This design comes from an exercise in tuning for small area, a short achievable clock period and few clock cycles on the open sky130 flow, not from production work.
Only simulation tests tie the RTL to the original design; equivalence was not proved.
Power figures rest on the tool's default switching activity, not on a simulated workload.

[flow/design.v]
module rs485_frame_asm (
    input  wire         clk,
    input  wire         rst,
    input  wire [255:0] addr_map,
    input  wire         in_valid,
    input  wire [7:0]   in_data,
    output wire         in_ready,
    output wire         out_valid,
    output wire [7:0]   out_data,
    output wire         out_last,
    input  wire         out_ready,
    output wire         idle
);
    localparam integer R  = 288;    
    localparam integer TD = 3;      
    localparam integer NT = R >> TD;  
    localparam integer K  = 3;      
    localparam [8:0]   RM = 9'd287;
    function [15:0] crcstep;
        input [15:0] c;
        input [7:0]  b;
        integer i;
        reg [15:0] r;
        begin
            r = c ^ {8'h00, b};
            for (i = 0; i < 8; i = i + 1)
                r = r[0] ? ((r >> 1) ^ 16'hA001) : (r >> 1);
            crcstep = r;
        end
    endfunction
    function [8:0] inc9;
        input [8:0] x;
        inc9 = (x == RM) ? 9'd0 : x + 9'd1;
    endfunction
    function [8:0] dec9;
        input [8:0] x;
        dec9 = (x == 9'd0) ? RM : x - 9'd1;
    endfunction
    function [8:0] subm;
        input [8:0] a;
        input [8:0] b;
        reg [9:0] d;
        begin
            d = {1'b0, a} - {1'b0, b};
            subm = d[9] ? (d[8:0] + 9'd288) : d[8:0];
        end
    endfunction
    reg [8*R-1:0] ring;
    reg [8:0]     T;              
    reg [255:0]   addr_mask;
    reg [7:0]     ib0, ib1;       
    reg [1:0]     icnt;
    reg           in_ready_r;
    reg [8:0]     wp;             
    reg           prev_isaddr;    
    reg [15:0]    pcrc;           
    reg [8:0]     prev_slot;
    reg [K-1:0]   ev;             
    reg [K-1:0]   enk;            
    reg [8:0]     est  [0:K-1];   
    reg [15:0]    ecrc [0:K-1];
    reg [8:0]     erem [0:K-1];   
    reg [8:0]     qs [0:7];       
    reg [8:0]     qe [0:7];       
    reg [7:0]     qd;             
    reg [3:0]     qh, qm, qt;     
    reg           ef;             
    reg [8:0]     last_end;
    reg           le_v, le_p;
    reg           ov_v;           
    reg [8:0]     ov;
    reg           ins_v;          
    reg [8:0]     ins_s, ins_e;
    reg           resc;           
    reg [8:0]     rs;
    reg           rb_v;
    reg [7:0]     rb_byte;
    reg [8:0]     rb_slot;
    reg           ord_v;          
    reg [8:0]     rd_s, rd_e;
    reg           out_valid_r, out_last_r;
    reg [7:0]     out_data_r;
    reg           idle_r;
    assign in_ready  = in_ready_r;
    assign out_valid = out_valid_r;
    assign out_data  = out_data_r;
    assign out_last  = out_last_r;
    assign idle      = idle_r;
    wire [8:0] Tn = inc9(T);      
    wire [7:0] tapv [0:NT-1];
    genvar gt;
    generate
        for (gt = 0; gt < NT; gt = gt + 1) begin : g_tap
            assign tapv[gt] = ring[8*(((gt+1)<<TD)-1) +: 8];
        end
    endgenerate
    wire [8:0] ostage = subm(T, rd_s);
    wire       oal    = (ostage[TD-1:0] == {TD{1'b1}});
    wire [7:0] obyte  = tapv[ostage[8:TD]];
    wire [8:0] rstage = subm(T, rs);
    wire       ral    = (rstage[TD-1:0] == {TD{1'b1}});
    wire [7:0] rbyte  = tapv[rstage[8:TD]];
    wire [2:0] qm_i = qm[2:0];
    wire [3:0] qt_m1 = qt - 4'd1;
    wire       pend  = (qm != qt);
    wire [8:0] P0s = qs[qm_i];
    wire [8:0] P0e = qe[qm_i];
    wire [8:0] tls = qs[qt_m1[2:0]];
    wire [8:0] relP0s = subm(P0s, wp);
    wire [8:0] relLE  = subm(last_end, wp);
    wire [8:0] relTL  = subm(tls, wp);
    wire [8:0] relOV  = subm(ov, wp);
    wire [8:0] relIS  = subm(ins_s, wp);
    wire [8:0] relE [0:K-1];
    genvar ge;
    generate
        for (ge = 0; ge < K; ge = ge + 1) begin : g_rel
            assign relE[ge] = subm(est[ge], wp);
        end
    endgenerate
    wire nestedP0 = pend & le_v & (relP0s <= relLE);
    reg [K-1:0] e_dead_le;    
    reg [K-1:0] e_block;
    integer k;
    always @(*) begin
        for (k = 0; k < K; k = k + 1) begin
            e_dead_le[k] = le_p & (relE[k] <= relLE);
            e_block[k]   = ev[k] & ~e_dead_le[k] & (relE[k] < relP0s);
        end
    end
    wire can_emit = pend & ~nestedP0 & ~ef & ~(|e_block) & ~ins_v;
    wire emit     = can_emit;
    wire [8:0] relP0e = subm(P0e, wp);
    wire trigger = ov_v & ~(|ev) & ~pend & ~ins_v & ~le_p & ~resc;
    wire ring_empty = ~ord_v & (qh == qt) & ~(|ev) & ~ov_v & ~ins_v &
                      ~prev_isaddr & ~resc;
    reg  wp_live;
    always @(*) begin
        wp_live = (ord_v & (rd_s == wp)) | (~ord_v & (qh != qt) & (qs[qh[2:0]] == wp)) |
                  (ov_v & (ov == wp)) | (ins_v & (ins_s == wp));
        for (k = 0; k < K; k = k + 1)
            wp_live = wp_live | (ev[k] & (est[k] == wp));
    end
    wire can_write = ring_empty | ((wp == Tn) & ~wp_live);
    wire res_ok = ~ins_v & ~nestedP0 & ~trigger;
    wire live_consume = ~resc & (icnt != 2'd0) & res_ok & can_write;
    wire resc_consume = resc & rb_v & ~ins_v & ~nestedP0;
    wire consume = live_consume | resc_consume;
    wire [7:0] cbyte = resc ? rb_byte : ib0;
    wire [8:0] cslot = resc ? rb_slot : Tn;
    wire       c_isaddr = addr_mask[cbyte];
    reg [15:0] ecrc_n [0:K-1];
    reg [K-1:0] e_done, e_pass;
    always @(*) begin
        for (k = 0; k < K; k = k + 1) begin
            ecrc_n[k] = crcstep(ecrc[k], cbyte);
            e_done[k] = consume & ev[k] & enk[k] & (erem[k] == 9'd1) & ~e_dead_le[k];
            e_pass[k] = e_done[k] & (ecrc_n[k] == 16'h0000) &
                        ~(emit & (relE[k] <= relP0e));
        end
    end
    reg [1:0]  p1_i;
    reg        p2_v;
    reg [8:0]  p2_s, p2_rel;
    reg        p1_v;
    always @(*) begin
        p1_v = 1'b0; p1_i = 2'd0;
        for (k = 0; k < K; k = k + 1)
            if (e_pass[k] && (!p1_v || relE[k] < relE[p1_i])) begin
                p1_v = 1'b1; p1_i = k[1:0];
            end
        p2_v = 1'b0; p2_s = 9'd0; p2_rel = 9'd0;
        for (k = 0; k < K; k = k + 1)
            if (e_pass[k] && (k[1:0] != p1_i) && (!p2_v || relE[k] < p2_rel)) begin
                p2_v = 1'b1; p2_s = est[k]; p2_rel = relE[k];
            end
    end
    wire [8:0] E1s   = est[p1_i];
    wire [8:0] E1rel = relE[p1_i];
    wire [3:0] qcount = qt - qh;
    wire q_full   = (qcount == 4'd8);
    wire conflict = pend & (relTL > E1rel);
    wire ins_fast = p1_v & ~p2_v & ~conflict & ~q_full;
    wire ins_slow = p1_v & ~ins_fast;
    wire sp_pop   = ins_v & pend & (relTL > relIS);
    wire sp_trunc = ins_v & ~sp_pop & q_full;
    wire sp_ins   = ins_v & ~sp_pop & ~q_full;
    reg        tr_v;
    reg [8:0]  tr_s, tr_rel;
    always @(*) begin
        tr_v = 1'b0; tr_s = 9'd0; tr_rel = 9'd0;
        if (consume && ins_slow && p2_v) begin
            tr_v = 1'b1; tr_s = p2_s; tr_rel = p2_rel;
        end else if (sp_pop) begin
            tr_v = 1'b1; tr_s = tls; tr_rel = relTL;
        end else if (sp_trunc) begin
            tr_v = 1'b1; tr_s = ins_s; tr_rel = relIS;
        end
    end
    reg [K-1:0] e_kill;
    always @(*) begin
        for (k = 0; k < K; k = k + 1)
            e_kill[k] = e_dead_le[k] | (tr_v & (relE[k] >= tr_rel));
    end
    wire cr_want = consume & prev_isaddr & (cbyte == 8'h03);
    reg [1:0] free_i;
    reg       free_v;
    always @(*) begin
        free_v = 1'b0; free_i = 2'd0;
        for (k = K - 1; k >= 0; k = k - 1)
            if (!ev[k]) begin free_v = 1'b1; free_i = k[1:0]; end
    end
    wire cr_block = ov_v | tr_v;
    wire cr_do    = cr_want & ~cr_block & free_v;
    wire cr_ovf   = cr_want & ~cr_block & ~free_v;
    wire out_free = ~out_valid_r | out_ready;
    wire rd_take  = ord_v & oal & out_free;
    wire rd_lastb = (rd_s == rd_e);
    wire q_emitted = (qh != qm);
    wire [3:0] qh1 = qh + 4'd1;
    wire rd_next = ((qh1 != qm) | emit) & ~qd[qh1[2:0]];
    wire quiet = (icnt == 2'd0) & ~resc & ~ins_v & ~nestedP0 & ~can_emit & ~le_p &
                 ~trigger & ~q_emitted & ~ord_v & ~out_valid_r;
    always @(posedge clk) begin
        ring <= {ring[8*(R-1)-1:0], live_consume ? ib0 : ring[8*R-1 -: 8]};
    end
    wire push = in_valid & in_ready_r;
    reg [1:0] icnt_n;
    always @(*) begin
        icnt_n = icnt + {1'b0, push} - {1'b0, live_consume};
    end
    always @(posedge clk) begin
        if (rst) begin
            addr_mask <= addr_map;
            T <= 9'd0;
            icnt <= 2'd0;
            in_ready_r <= 1'b0;
            wp <= 9'd0;
            prev_isaddr <= 1'b0;
            ev <= {K{1'b0}};
            qh <= 4'd0; qm <= 4'd0; qt <= 4'd0;
            ef <= 1'b0;
            le_v <= 1'b0; le_p <= 1'b0;
            ov_v <= 1'b0;
            ins_v <= 1'b0;
            resc <= 1'b0;
            rb_v <= 1'b0;
            ord_v <= 1'b0;
            out_valid_r <= 1'b0;
            idle_r <= 1'b1;
        end else begin
            T <= Tn;
            icnt <= icnt_n;
            in_ready_r <= (icnt_n != 2'd2);
            case (icnt)
                2'd0: if (push) ib0 <= in_data;
                2'd1: begin
                    if (push && live_consume) ib0 <= in_data;
                    else if (push) ib1 <= in_data;
                end
                default: if (live_consume) ib0 <= ib1;
            endcase
            if (live_consume) wp <= inc9(Tn);
            if (consume) begin
                prev_isaddr <= c_isaddr;
                pcrc        <= crcstep(16'hFFFF, cbyte);
                prev_slot   <= cslot;
            end
            for (k = 0; k < K; k = k + 1) begin
                if (e_kill[k]) begin
                    ev[k] <= 1'b0;
                end else if (consume && ev[k]) begin
                    ecrc[k] <= ecrc_n[k];
                    if (!enk[k]) begin
                        enk[k]  <= 1'b1;
                        erem[k] <= {1'b0, cbyte} + 9'd2;
                    end else if (erem[k] == 9'd1) begin
                        ev[k] <= 1'b0;
                    end else begin
                        erem[k] <= erem[k] - 9'd1;
                    end
                end
                if (cr_do && free_i == k[1:0]) begin
                    ev[k]   <= 1'b1;
                    enk[k]  <= 1'b0;
                    est[k]  <= prev_slot;
                    ecrc[k] <= crcstep(pcrc, cbyte);
                end
            end
            if (cr_ovf) begin
                ov_v <= 1'b1;
                ov   <= prev_slot;
            end else if (tr_v) begin
                if (!ov_v || tr_rel < relOV) begin
                    ov_v <= 1'b1;
                    ov   <= tr_s;
                end
            end else if (le_p && ov_v && relOV <= relLE) begin
                if (inc9(last_end) == wp) ov_v <= 1'b0;
                else ov <= inc9(last_end);
            end else if (trigger) begin
                ov_v <= 1'b0;
            end
            ef <= live_consume ? 1'b0 : (ef | emit);
            le_p <= emit;
            if (emit) begin
                last_end <= P0e;
                le_v <= 1'b1;
            end else if (!nestedP0) begin
                le_v <= 1'b0;
            end
            if (consume && ins_fast) begin
                qs[qt[2:0]] <= E1s;
                qe[qt[2:0]] <= cslot;
                qd[qt[2:0]] <= 1'b0;
            end else if (sp_ins) begin
                qs[qt[2:0]] <= ins_s;
                qe[qt[2:0]] <= ins_e;
                qd[qt[2:0]] <= 1'b0;
            end
            if (nestedP0) qd[qm_i] <= 1'b1;
            if ((consume && ins_fast) || sp_ins) qt <= qt + 4'd1;
            else if (sp_pop) qt <= qt - 4'd1;
            if (emit || nestedP0) qm <= qm + 4'd1;
            if (consume && ins_slow) begin
                ins_v <= 1'b1;
                ins_s <= E1s;
                ins_e <= cslot;
            end else if (sp_trunc || sp_ins) begin
                ins_v <= 1'b0;
            end
            if (trigger) begin
                resc <= 1'b1;
                rs   <= ov;
                rb_v <= 1'b0;
                prev_isaddr <= 1'b0;
            end else if (resc) begin
                if (ral && (!rb_v || resc_consume) && rs != wp) begin
                    rb_v    <= 1'b1;
                    rb_byte <= rbyte;
                    rb_slot <= rs;
                    rs      <= inc9(rs);
                end else if (resc_consume || !rb_v) begin
                    rb_v <= 1'b0;
                    if (rs == wp) resc <= 1'b0;
                end
            end
            if (!ord_v) begin
                if (q_emitted) begin
                    if (qd[qh[2:0]]) begin
                        qh <= qh + 4'd1;
                    end else begin
                        ord_v <= 1'b1;
                        rd_s  <= qs[qh[2:0]];
                        rd_e  <= qe[qh[2:0]];
                    end
                end
            end else if (rd_take) begin
                rd_s <= inc9(rd_s);
                if (rd_lastb) begin
                    qh <= qh + 4'd1;
                    if (rd_next) begin
                        rd_s <= qs[qh1[2:0]];
                        rd_e <= qe[qh1[2:0]];
                    end else begin
                        ord_v <= 1'b0;
                    end
                end
            end
            if (rd_take) begin
                out_valid_r <= 1'b1;
                out_data_r  <= obyte;
                out_last_r  <= rd_lastb;
            end else if (out_ready) begin
                out_valid_r <= 1'b0;
            end
            idle_r <= quiet & ~push;
        end
    end
endmodule
[flow/run.sh]
#!/bin/bash
# synth_recipe.tcl (not shown) runs the flow's synth.tcl, then flattens the netlist and writes it again
# the make line also repeats each setting of config.mk as NAME=value (left out here)
make -C /OpenROAD-flow-scripts/flow DESIGN_CONFIG=/design/flow/config.mk WORK_HOME=/design/flow/orfs CLKGATE_MAP_FILE= SYNTH_SCRIPT=/design/flow/synth_recipe.tcl finish
[flow/config.mk]
export PLATFORM = sky130hd
export DESIGN_NAME = rs485_frame_asm
export DESIGN_NICKNAME = rs485_frame_asm
export VERILOG_FILES = /design/flow/design.v
export SDC_FILE = /design/flow/constraint.sdc
export NUM_CORES = 8
export LEC_CHECK = 0
export CAP_MARGIN = 20
export CORE_MARGIN = 2
export CORE_UTILIZATION = 30
export PLACE_DENSITY = 0.5
export SLEW_MARGIN = 20
export SYNTH_MEMORY_MAX_BITS = 4096
[flow/constraint.sdc]
create_clock -name core_clock -period 12.0 [get_ports {clk}]
set_input_delay 2.4000 -clock core_clock [delete_from_list [all_inputs] [get_ports {clk}]]
set_output_delay 2.4000 -clock core_clock [all_outputs]
set_load 0.01 [all_outputs]
==> impl_metrics.toml <==
[timing]
fin_skew_ps = 85.7
fin_crit_sh = 1.11
fmax_ghz = 0.0752
setup_viol = 90
finalCriticalPeriod_ps = 13290
rsz0062_at_grt = "yes"
slew_violations = 0
tightest_slew_ps = 1330
hold_violations = 0
timing.hold.ws_ps = 251
fin_ws_ps = -1290
relSlewSlack = 0.113

[synth]
ys.flop_type = "dfxtp_1"
synthMuxAreaShare = 0.0561
synth_fp_nets = 7703
seq_area_frac_synth = 0.693
yosys.area_share.adder = 0.0453
async_flop_share = 0
synth.avg_cell_area_um2 = 13.5
syn_area_um2 = 95700
synthDistinctLibCells = 113
synth-compound-area-share = 0.0789
synth_top_family_by_area = "compound AO/OA/AOI/OAI gates"
syn_inst = 7096
synth_simple_gate_area_frac = 0.0766
synth-edff-count = 638
ys_seq_elements = 2995
synth_xor_area_frac = 0.0319
ys_warn_count = 5

[route]
num_vias = 60500
wl_um = 299000
drc = 0
drtIter0Drc = 5232
wl_per_cell_um = 23.6
ant_nets = 0
dr.pass1.iters = 6
viasPerCell = 4.78

[min_path]
min_path_type = "flop to flop"

[power]
swShare = 0.272
clkPwrFrac = 0.382
power.share.combinational = 0.161
leakage_nw = 46.3
internal-power_mw = 18.0
irDropWorstVdd_v = 0.000124
power_mw = 24.7
p_seq_frac = 0.457
power.density_nw_per_um2 = 205
p_switching_mw = 6.70

[layout]
seq_area_um2 = 66400
syn_to_final_growth_pct = 25.9
nets = 8837
final_cell_mix = "dfxtp_1 (2350), buf_4 (733), edfxtp_1 (638)"
fillers = 30000
final_layout_size_suffix_gt1_frac = 0.208
multiInputGateArea_um2 = 28900
final_common_cell = "dfxtp_1"

[grt]
overflow = 0
grt.total_usage = 0.180
grt_pass1_wl_um = 426000
grt_pass1_vias = 59800
grt_max_degree = 129
antenna_found_initial = 21

[cts]
cts.sink_count = 2995
cts_inserted_buffers = 301
clk_path_buf_depth = 4
clk_latency_ps = 930
cts_tree = "yes"
path_clk_slew_ps = 60
cts_root_buffer = "clkbuf_16"
h-tree-depth = 5
cts_hold_buf = 0

[setup_path]
required_ps = 12580
slowest_delay_ps = 500
arrival_ps = 13870
crit_path_frequent_cell = "a21o_1"
start_kind = "flop"
cp_max_fo = 8
critPathKind = "flop to flop"
crit_path_top_delay_cell = "mux4_2"
cp-end-kind = "flop"

[floorplanning]
placementRows = 207
die_height_um = 569
start_util = 0.301
die_w_um = 569
ios = 280
core_um2 = 318000
die-area_um2 = 323000

[flow_run]
cap_violations = 0

[place]
placement.io_buffers = 279
gp_congestion = 0.931
dp_hpwl_um = 215000

[run_status]
outcome = "complete, but fails checks"
so_faults = "setup timing"
## flip-flops by register name (all words and copies together), names as in the netlist, 11 cells and up, named ones only
| name | flops |
|---|---|
| qe | 72 |
| qs | 72 |
| ring | 2304 |
| pcrc | 11 |
| est | 27 |
| erem | 27 |
| addr_mask | 256 |
| ecrc | 48 |
## power groups by stage
| stage | registers (mW) | logic [mW] | clock network, mW |
|---|---|---|---|
| final | 11.3 | 3.97 | 9.43 |
| after global routing | 11.3 | 4.26 | 10.1 |
| after CTS | 11.3 | 3.90 | 9.67 |
| after detailed placement | 11.5 | 3.77 | 0 |
| after global placement | 11.5 | 3.75 | 0 |
| after floorplan | 11.3 | 2.03 | 0 |
## per-layer routing
metal | routed length [µm] | global-route usage
met1 | 134000 | 0.245
met2 | 134000 | 0.285
met3 | 20300 | 0.0369
met4 | 10800 | 0.0605
met5 | 40 | 0
## path summary, 6_finish.rpt
| check | start | end | slack (ps) | cells after the start |
|---|---|---|---|---|
| min reg2reg | ring[221] | ring[229] | 250 | 0 |
| max | flop | ecrc[1][11] | -1290 | 70 |
| max reg2reg | flop | ecrc[1][11] | -1290 | 70 |
| min | ring[221] | ring[229] | 250 | 0 |
## cells by family (layout without fill, tap and decap cells)
| kind of cell | Yosys count | count (layout) |
|---|---|---|
| AOI/OAI and AO/OA | 1072 | 1074 |
| adders and majority gates | 340 | 340 |
| DFF | 2995 | 2995 |
| and+or+nand+nor | 1568 | 1569 |
| muxes | 351 | 351 |
| xor gates and xnor gates | 345 | 345 |
| buffers and inverters | 425 | 1792 |
| other | 0 | 16 |
## final cells by class
class                   instances  share of cell area
clock inverters               152              0.0136
well taps                    4180              0.0434
multi-input cells            3679               0.240
inverters                     198             0.00626
clock buffers                 387              0.0703
repair buffers               1055              0.0752
flip-flops and latches       2995               0.551
diodes                         16            0.000332
## synth_stat cells, types with 29 or more instances
| cell | n | area share |
|---|---|---|
| ha_1 | 328 | 0.043 |
| nand2b_1 | 38 | 0.0025 |
| mux2i_1 | 115 | 0.012 |
| xor2_1 | 113 | 0.010 |
| o21ai_0 | 176 | 0.0092 |
| a221oi_1 | 33 | 0.0030 |
| a21oi_1 | 214 | 0.011 |
| and3_1 | 44 | 0.0029 |
| nor2b_1 | 51 | 0.0033 |
| a211oi_1 | 46 | 0.0036 |
| edfxtp_1 | 638 | 0.20 |
| buf_1 | 29 | 0.0011 |
| mux2_2 | 94 | 0.011 |
| inv_1 | 192 | 0.0075 |
| nor2_1 | 304 | 0.012 |
| nor3_1 | 68 | 0.0036 |
| xnor2_1 | 229 | 0.021 |
| a31oi_1 | 50 | 0.0033 |
| nor4_1 | 29 | 0.0019 |
| a22oi_1 | 88 | 0.0069 |
| nand3_1 | 232 | 0.012 |
| and2_1 | 32 | 0.0021 |
| nand2_1 | 612 | 0.024 |
| a21o_1 | 62 | 0.0049 |
| a22o_1 | 46 | 0.0042 |
| clkbuf_1 | 157 | 0.0062 |
| dfxtp_1 | 2357 | 0.49 |
| buf_2 | 31 | 0.0016 |
| o21a_1 | 30 | 0.0024 |
| mux4_2 | 132 | 0.031 |
| nand4_1 | 63 | 0.0041 |
| a311oi_1 | 44 | 0.0040 |
| o211ai_1 | 34 | 0.0027 |
## per-stage QoR
stage / setup TNS [ps] / setup WS, ps / cells / instance area (µm²) / util
after floorplan: -67880 / -828 / 7096 / 96200 / -
after global placement: -154780 / -1810 / 12100 / 109000 / 0.344
after detailed placement: -156690 / -1810 / 12100 / 109000 / 0.344
after CTS: -101160 / -1190 / 12600 / 120000 / 0.377
after global routing: -159680 / -1860 / 12700 / 120000 / 0.379
final: -106030 / -1290 / 12700 / 120000 / 0.379
## critical path, delay by kind of cell (launching register included)
family	cells	cell delay [ps]
fa+ha+maj	6	1550
mux	4	1370
buf+inv	11	1620
compound gates	37	6290
simple gates	11	1520
flops	1	420
xor+xnor	1	180
## repair_timing
action / in CTS / in global routing
hold endpoints to repair: 0 / 0
endpoints found under the setup margin: 91 / 91
resized for setup: 79 / 61
gates cloned: 4 / 3
setup buffers: 24 / 15
pin swaps: 40 / 39
Testbench counts, summed over its fixed seeds: cycles 17,021.

[static timing again, ports no longer ideal]
The results above use ideal ports. As a check the final layout listed here was re-extracted and re-timed, cells and wires unchanged. Step 1, drivers: a clkbuf_16 drives clk and a buf_2 each remaining input, both assumed. Step 2 adds t to the input delays and takes it off the output delays; t is the mean of the earliest and latest rising clock arrival at the registers after step 1. Input paths then give back, and output paths get back, about the clock's delay inside the block. a / b / c = no drivers / after step 1 / after step 2; a / b = the first two.
t (ns): 0.972
setup WS [ns]: -1.291 / -1.291 / -1.291
worst setup path after step 2: register to register
slew at the worst register clock pin (ns): 0.07 / 0.07
cell pins on the clock port's net: 1
For this run, drivers alone change the setup slack by 0.000 ns; drivers and shift together by 0.000 ns.
